Source: an optimization exercise on an open RTL-to-GDS flow (aim: small area). Production flows keep margins and buffers that such runs may drop. Only simulation tests tie the RTL to the original design; equivalence was not proved.

==> run a: inputs <==
Design drum_core, start of the top module:
module drum_core (
    input  wire               clk,
    input  wire               rst,           
    input  wire               byte_valid,
    input  wire [7:0]         byte_data,
    output wire               byte_ready,
    input  wire               block_valid,
    input  wire [15:0]        block_fshift,  
    output wire               block_ready,
    input  wire [3:0]         press,         
    input  wire               overrun,
    output wire               out_valid,
    output wire signed [19:0] out_sample,
    output reg                overrun_flag
);
Settings: LEC_CHECK=0, CAP_MARGIN=20, CORE_MARGIN=2, CORE_UTILIZATION=40, SLEW_MARGIN=20; clock period 30.0 ns.
run.sh (not shown) runs the stock make flow with config.mk's settings and CLKGATE_MAP_FILE= SYNTH_SCRIPT=/design/flow/synth_recipe.tcl, a recipe that flattens the netlist after the stock synthesis.
==> run b: changes against run a <==
==> flow/flow/run.sh (new file) <==
#!/bin/bash
# Standard ORFS layout, with the combinational logic of the standard synthesis
# re-mapped by ABC for area before floorplanning. Registers (cells and names)
# are left exactly as the standard synthesis made them.
set -euo pipefail
HERE=$(pwd)
YOSYS=${YOSYS_EXE:-$FLOW_HOME/../tools/install/yosys/bin/yosys}
LIB=$FLOW_HOME/platforms/sky130hd/lib/sky130_fd_sc_hd__tt_025C_1v80.lib
RES=$HERE/orfs/results/$FLOW_PLATFORM/drum_core/base

bash standard.sh synth > $HERE/synth.log 2>&1

cp $RES/1_2_yosys.v $HERE/synth_std.v
SEQ=$(grep -oE 'cell \("?sky130_fd_sc_hd__(df|edf|sdf|dl|conb)[a-z0-9_]*' $LIB | sed -E 's/cell \("?//' | sort -u | tr '\n' ' ')
sed -e "s#@LIB@#$LIB#g" -e "s#@SEQ@#$SEQ#g" -e "s#@IN@#$HERE/synth_std.v#g" \
    -e "s#@OUT@#$HERE/synth_remap.v#g" -e "s#@TOP@#$FLOW_TOP#g" flow/remap.ys > $HERE/remap_run.ys
$YOSYS -q -l $HERE/remap.log $HERE/remap_run.ys > /dev/null 2>&1
cp $HERE/synth_remap.v $RES/1_2_yosys.v

bash standard.sh finish > $HERE/finish.log 2>&1
==> flow/flow/remap.ys (new file) <==
read_liberty -ignore_miss_func @LIB@
read_verilog @IN@
hierarchy -top @TOP@
setattr -mod -set keep_hierarchy 1 @SEQ@
flatten
select @TOP@
opt_clean -purge
abc -liberty @LIB@ -dont_use *probe* -dont_use *lpflow* -script +strash;dc2;dch,-f;amap;strash;dch,-f;amap;
opt_clean -purge
splitnets
opt_clean -purge
insbuf -buf sky130_fd_sc_hd__buf_4 A X
hierarchy -top @TOP@
select @TOP@
stat -liberty @LIB@
write_verilog -noattr -noexpr -nohex -nodec -selected @OUT@
==> flow/standard.sh (new file) <==
#!/bin/bash
# synth_recipe.tcl (not shown) runs the flow's synth.tcl, then flattens the netlist and writes it again
# the make line also repeats each setting of config.mk as NAME=value (left out here)
make -C /OpenROAD-flow-scripts/flow DESIGN_CONFIG=/design/flow/config.mk WORK_HOME=/design/flow/orfs CLKGATE_MAP_FILE= SYNTH_SCRIPT=/design/flow/synth_recipe.tcl "${@:-finish}"
removed: flow/run.sh
==> impl_metrics.py <==
metrics = {
    "run_status": {
        "status": "finished clean",
    },
    "setup_path": {
        "worstPathMaxFanout": 34,
        "cp.required_ns": 30.33,
        "path_common_cell": "o21ai_0",
    },
    "layout": {
        "clkCellAreaFrac_pct": 4.006,
        "sh_seq_area_pct": 23.65,
        "layout.nets": 5107,
        "multi_input_cells": 3923,
    },
    "timing": {
        "fin_worst_skew_ns": 0.03112,
        "tightest_slew_ns": 1.363,
        "worst_slack_ns": 11.47,
    },
    "global_route": {
        "grtUsageMet2_pct": 64.20,
    },
    "hold_path": {
        "hold_path_end": "cnt[50]$_SDFFE_PP0P_",
    },
    "logic_synthesis": {
        "synth.cell_area_sq_um": 31080,
    },
    "clocking": {
        "clkSlewWorstSetupHoldPaths_ns": 0.07,
    },
    "detailed_routing": {
        "num_vias": 41450,
        "postRouteWirelength_um": 173000,
    },
}
-- figures above: run b

==> impl_metrics.py <==
metrics = {
    "setup_path": {
        "path_common_cell": "ha_1",
        "cp.required_ns": 30.44,
        "worstPathMaxFanout": 70,
    },
    "hold_path": {
        "hold_path_end": "cnt[8]$_SDFFE_PP0P_",
    },
    "layout": {
        "sh_seq_area_pct": 19.92,
        "layout.nets": 5433,
    },
    "detailed_routing": {
        "num_vias": 44600,
    },
    "clocking": {
        "clkSlewWorstSetupHoldPaths_ns": 0.08,
    },
    "timing": {
        "fin_worst_skew_ns": 0.01992,
        "worst_slack_ns": 13.86,
    },
    "logic_synthesis": {
        "synth.cell_area_sq_um": 38940,
    },
    "run_status": {
        "status": "finished clean",
    },
}
-- figures above: run a

-- port drivers added, routing unchanged --
The flow's constraints put no driver on any port. The routed layouts listed below were extracted and timed again, unchanged, in two steps.
Step 1, drivers: a clkbuf_16 drives clk and a buf_2 each remaining input, both assumed.
Step 2 adds t to the input delays and takes it off the output delays; t is the mean of the earliest and latest rising clock arrival at the registers after step 1. Input paths then give back, and output paths get back, about the clock's delay inside the block.
Slacks: ideal / step 1 / step 2; pairs: ideal / step 1.
| run | shift t [ns] | setup slack, ns | worst hold slack (ns) | slew at the worst register clock pin (ns) |
|---|---|---|---|---|
| run a | 0.648 | 13.859 / 13.859 / 13.859 | 0.450 / 0.450 / 0.450 | 0.08 / 0.08 |
| run b | 0.673 | 11.468 / 11.468 / 11.468 | 0.459 / 0.459 / 0.459 | 0.07 / 0.07 |
After both steps every run listed still meets setup and hold.
